Source: an optimization exercise on an open RTL-to-GDS flow (aim: small area). Production flows keep margins and buffers that such runs may drop.
Only simulation tests tie the RTL to the original design; equivalence was not proved.
Power figures rest on the tool's default switching activity, not on a simulated workload.

Design mbf_engine, start of the top module:
module mbf_engine #(
    parameter NCH   = 3,
    parameter T_IFD = 8      
) (
    input  wire        clk,
    input  wire        rst,
    input  wire        wr_en,
    input  wire [11:0] wr_addr,
    input  wire [31:0] wr_data,
    input  wire        cmd_valid,
    output wire        cmd_ready,
    input  wire [31:0] cmd_word,
    input  wire [15:0] cmd_arg0,
    input  wire [15:0] cmd_arg1,
    output reg         cmd_done,
    output wire [3:0]  cmd_result,
    output wire        cmd_tid_valid,
    output wire [15:0] cmd_tid,
    input  wire        tick,
    input  wire        wm_valid,
    output wire        wm_ready,
    input  wire [15:0] wm_data,
    output wire        tx_valid,
    input  wire        tx_ready,
    output wire [7:0]  tx_data,
    output wire        tx_last,
    output wire [1:0]  tx_ch,
    input  wire        rx_valid,
    input  wire [7:0]  rx_data,
    input  wire        rx_last,
    input  wire        rx_err,
    input  wire        rx_err_io,
    output wire        open_req,
    output wire [1:0]  open_ch,
    output wire        open_kind,
    input  wire        open_ans_valid,
    input  wire [1:0]  open_ans,
    output reg         close_req,
    output wire [1:0]  close_ch,
    output reg         ev_valid,
    output wire [1:0]  ev_ch,
    output wire [3:0]  ev_outcome,
    output wire [15:0] ev_tid,
    output reg         ev_rsp_valid,
    output wire [7:0]  ev_rsp_unit,
    output wire [7:0]  ev_rsp_fc,
    output wire [15:0] ev_rsp_value,
    output wire [7:0]  ev_rsp_exc,
    output wire        busy,
    output reg         overrun,
    output reg         fatal,
    output reg         enable,
    output reg         mbx_valid,
    output wire [5:0]  ch_state
);
clock: 10.0 ns
lec_check: 0
cap_margin: 20
core_margin: 2
core_utilization: 65
gpl_timing_driven: 0
place_density: 0.75
slew_margin: 20
buffer_ports_args: -buffer_cell sky130_fd_sc_hd__buf_1
cts_args: -sink_clustering_enable -repair_clock_nets -dont_use_dummy_load -buf_list sky130_fd_sc_hd__clkbuf_8 -sink_clustering_size 16 -sink_clustering_max_diameter 60
standard.sh (not shown) runs the stock make flow with config.mk's settings and CLKGATE_MAP_FILE= SYNTH_SCRIPT=/design/flow/synth_recipe.tcl, a recipe that flattens the netlist after the stock synthesis.
==> flow/flow/run.sh <==
#!/bin/bash
# Standard ORFS layout (the standard.sh, synthesis unchanged) with two
# layout choices: the port buffers use the smallest buffer, and clock tree
# synthesis uses clkbuf_8 with larger sink clusters and no dummy loads.
set -euo pipefail
cat >> config.mk <<'EOC'
export BUFFER_PORTS_ARGS = -buffer_cell sky130_fd_sc_hd__buf_1
export CTS_ARGS = -sink_clustering_enable -repair_clock_nets -dont_use_dummy_load -buf_list sky130_fd_sc_hd__clkbuf_8 -sink_clustering_size 16 -sink_clustering_max_diameter 60
EOC
bash standard.sh finish > flow_make.log 2>&1
Then changed:
- CAP_MARGIN: 20 -> 0
- SLEW_MARGIN: 20 -> 0
Outcome: Now the flow ran to the end with violations: max-capacitance violations, max-slew violations; total power is about the same; global-route usage decreases by 0.49 points; first-iteration DRC count decreases by a few percent; worst hold slack loses 0.029 ns; combinational power decreases slightly; synthesized cell count does not change; area after synthesis is unchanged; wire length decreases slightly; worst setup slack loses 0.079 ns.

---

build 36:
mbf_engine, a different RTL version from the one above (not shown whole).
Size in the first run: about 750 flip-flops, roughly 260 I/O pins, ~30000 um^2 of cells after synthesis.
==> flow/config.mk <==
export PLATFORM = sky130hd
export DESIGN_NAME = mbf_engine
export DESIGN_NICKNAME = mbf_engine
export VERILOG_FILES = /design/flow/design.v
export SDC_FILE = /design/flow/constraint.sdc
export NUM_CORES = 4
export LEC_CHECK = 0
export CAP_MARGIN = 10
export CORE_MARGIN = 2
export CORE_UTILIZATION = 70
export GPL_TIMING_DRIVEN = 0
export PLACE_DENSITY = 0.8
export SLEW_MARGIN = 10
export BUFFER_PORTS_ARGS = -buffer_cell sky130_fd_sc_hd__buf_1
export CTS_ARGS = -sink_clustering_enable -repair_clock_nets -dont_use_dummy_load -buf_list sky130_fd_sc_hd__clkbuf_8 -sink_clustering_size 16 -sink_clustering_max_diameter 60
==> flow/constraint.sdc <==
create_clock -name core_clock -period 10.0 [get_ports {clk}]
set_input_delay 2.0000 -clock core_clock [delete_from_list [all_inputs] [get_ports {clk}]]
set_output_delay 2.0000 -clock core_clock [all_outputs]
set_load 0.01 [all_outputs]
Scripts as last shown in full above: flow/flow/run.sh
Build 36 finished all stages; the layout is clean.
> inputs changed (build 36 -> build 81)
- a change of CAP_MARGIN from 10 to 20
- a change of CORE_UTILIZATION from 70 to 75
- a change of SLEW_MARGIN from 10 to 20
- a change of PLACE_DENSITY from 0.8 to 0.85
- a change of CTS_ARGS from -sink_clustering_enable -repair_clock_nets -dont_use_dummy_load -buf_list sky130_fd_sc_hd__clkbuf_8 -sink_clustering_size 16 -sink_clustering_max_diameter 60 to -sink_clustering_enable -repair_clock_nets -dont_use_dummy_load -buf_list sky130_fd_sc_hd__clkbuf_8 -sink_clustering_size 12 -sink_clustering_max_diameter 50
==> flow/flow/run.sh <==
#!/bin/bash
# Standard ORFS layout (the standard.sh, synthesis unchanged) with two
# layout choices: the port buffers use the smallest buffer, and clock tree
# synthesis uses clkbuf_8 with sized sink clusters and no dummy loads.
set -euo pipefail
cat >> config.mk <<'EOC'
export BUFFER_PORTS_ARGS = -buffer_cell sky130_fd_sc_hd__buf_1
export CTS_ARGS = -sink_clustering_enable -repair_clock_nets -dont_use_dummy_load -buf_list sky130_fd_sc_hd__clkbuf_8 -sink_clustering_size 12 -sink_clustering_max_diameter 50
EOC
bash standard.sh finish > flow_make.log 2>&1
==> results.txt <==
Fmax delta (build 81 -> build 36): insignificant. Build 36: full flow OK, the timing, DRC and antenna checks passed. Build 81 | stages: all done | timing, DRC, antenna: all pass. Comparing total power for build 81 and build 36, the smaller number came from build 36. Route | build 81 vs build 36 | wire longer in build 81. Floorplan check, build 81 vs build 36: die outline smaller in build 81. Build 81 and build 36 ended up with nearly the same filler-free cell count of the finished design. Comparing build 81 with build 36, the combinational cell fraction of total power came out essentially unchanged. Worst hold margin for build 81: 21 ps down relative to build 36. Looking at wire length per cell across build 81 and build 36, the one that comes out lower is build 36.
[inputs] build 87 vs build 81
- SLEW_MARGIN now 10, was 20
- CAP_MARGIN now 10, was 20
- CTS_ARGS now -sink_clustering_enable -repair_clock_nets -dont_use_dummy_load -buf_list sky130_fd_sc_hd__clkbuf_4 -sink_clustering_size 10 -sink_clustering_max_diameter 50, was -sink_clustering_enable -repair_clock_nets -dont_use_dummy_load -buf_list sky130_fd_sc_hd__clkbuf_8 -sink_clustering_size 12 -sink_clustering_max_diameter 50
- CORE_UTILIZATION now 70, was 75
- PLACE_DENSITY now 0.8, was 0.85
==> flow/flow/run.sh <==
#!/bin/bash
# Standard ORFS layout (the standard.sh, synthesis unchanged) with two
# layout choices: the port buffers use the smallest buffer, and clock tree
# synthesis uses clkbuf_4 with larger sink clusters and no dummy loads.
set -euo pipefail
cat >> config.mk <<'EOC'
export BUFFER_PORTS_ARGS = -buffer_cell sky130_fd_sc_hd__buf_1
export CTS_ARGS = -sink_clustering_enable -repair_clock_nets -dont_use_dummy_load -buf_list sky130_fd_sc_hd__clkbuf_4 -sink_clustering_size 10 -sink_clustering_max_diameter 50
EOC
bash standard.sh finish > flow_make.log 2>&1
## What came out
Delta (build 87 minus build 81): worst hold margin stayed essentially flat, global-route usage decreased by 8.0 points relative to the old numbers.
Build 87 leaves less setup margin than build 81.
Route | build 87 vs build 81 | wire shorter in build 87
Here is what was changed in the inputs of build 89 compared with build 87.
- CTS_ARGS now -sink_clustering_enable -repair_clock_nets -dont_use_dummy_load -buf_list sky130_fd_sc_hd__clkbuf_8 -sink_clustering_size 16 -sink_clustering_max_diameter 60, was -sink_clustering_enable -repair_clock_nets -dont_use_dummy_load -buf_list sky130_fd_sc_hd__clkbuf_4 -sink_clustering_size 10 -sink_clustering_max_diameter 50
- PLACE_DENSITY now 0.85, was 0.8
- CORE_UTILIZATION now 75, was 70
==> flow/flow/run.sh <==
#!/bin/bash
# Standard ORFS layout (the standard.sh, synthesis unchanged) with two
# layout choices: the port buffers use the smallest buffer, and clock tree
# synthesis uses clkbuf_8 with larger sink clusters and no dummy loads.
set -euo pipefail
cat >> config.mk <<'EOC'
export BUFFER_PORTS_ARGS = -buffer_cell sky130_fd_sc_hd__buf_1
export CTS_ARGS = -sink_clustering_enable -repair_clock_nets -dont_use_dummy_load -buf_list sky130_fd_sc_hd__clkbuf_8 -sink_clustering_size 16 -sink_clustering_max_diameter 60
EOC
bash standard.sh finish > flow_make.log 2>&1
Results
In the metrics for build 87 and build 89, the one carrying the lower die area is build 89. Sort build 87 and build 89 by final worst setup slack, ascending, and build 87 comes first. Build 89 -> build 87: number of antenna violations at the first check in global routing flat. Between build 89 and build 87, it is build 89 whose time the worst path needs with I/O delays and setup is lower, by 240 ps. Going from build 87 to build 89, via total after detailed routing moved up; period utilization moved down. The number of flops mapped to enable cells by yosys on build 89 is in line with that on build 87. Clock buffer and inverter area fraction after layout: build 89 > build 87.

## re-timing with driven ports
How much do the figures lean on ideal ports? The routed layouts below were timed once more, with nothing changed but the port constraints.
Step 1: set_driving_cell puts a clkbuf_16 on clk and a buf_2 on each other input, an assumption about the parent block.
Step 2 moves the port delays by t, midway between the first and last clock arrival at a register: inputs arrive t later, outputs are due t later. That takes back most of the time a late clock gives input paths.
Three values: no drivers, after step 1, after step 2; two values: the first two.
run | t (ns) | setup slack, ns | worst register clock-pin slew, ns
the first run of note 1 | 0.733 | 3.120 / 3.058 / 3.791 | 0.11 / 0.11
the second run of note 1 | 0.730 | 3.041 / 2.981 / 3.711 | 0.11 / 0.11
build 36 | 0.729 | 3.820 / 3.762 / 4.491 | 0.11 / 0.11
build 81 | 0.720 | 3.803 / 3.745 / 4.464 | 0.11 / 0.11
build 87 | 0.894 | 3.656 / 3.601 / 4.496 | 0.12 / 0.12
build 89 | 0.748 | 3.893 / 3.834 / 4.582 | 0.11 / 0.11
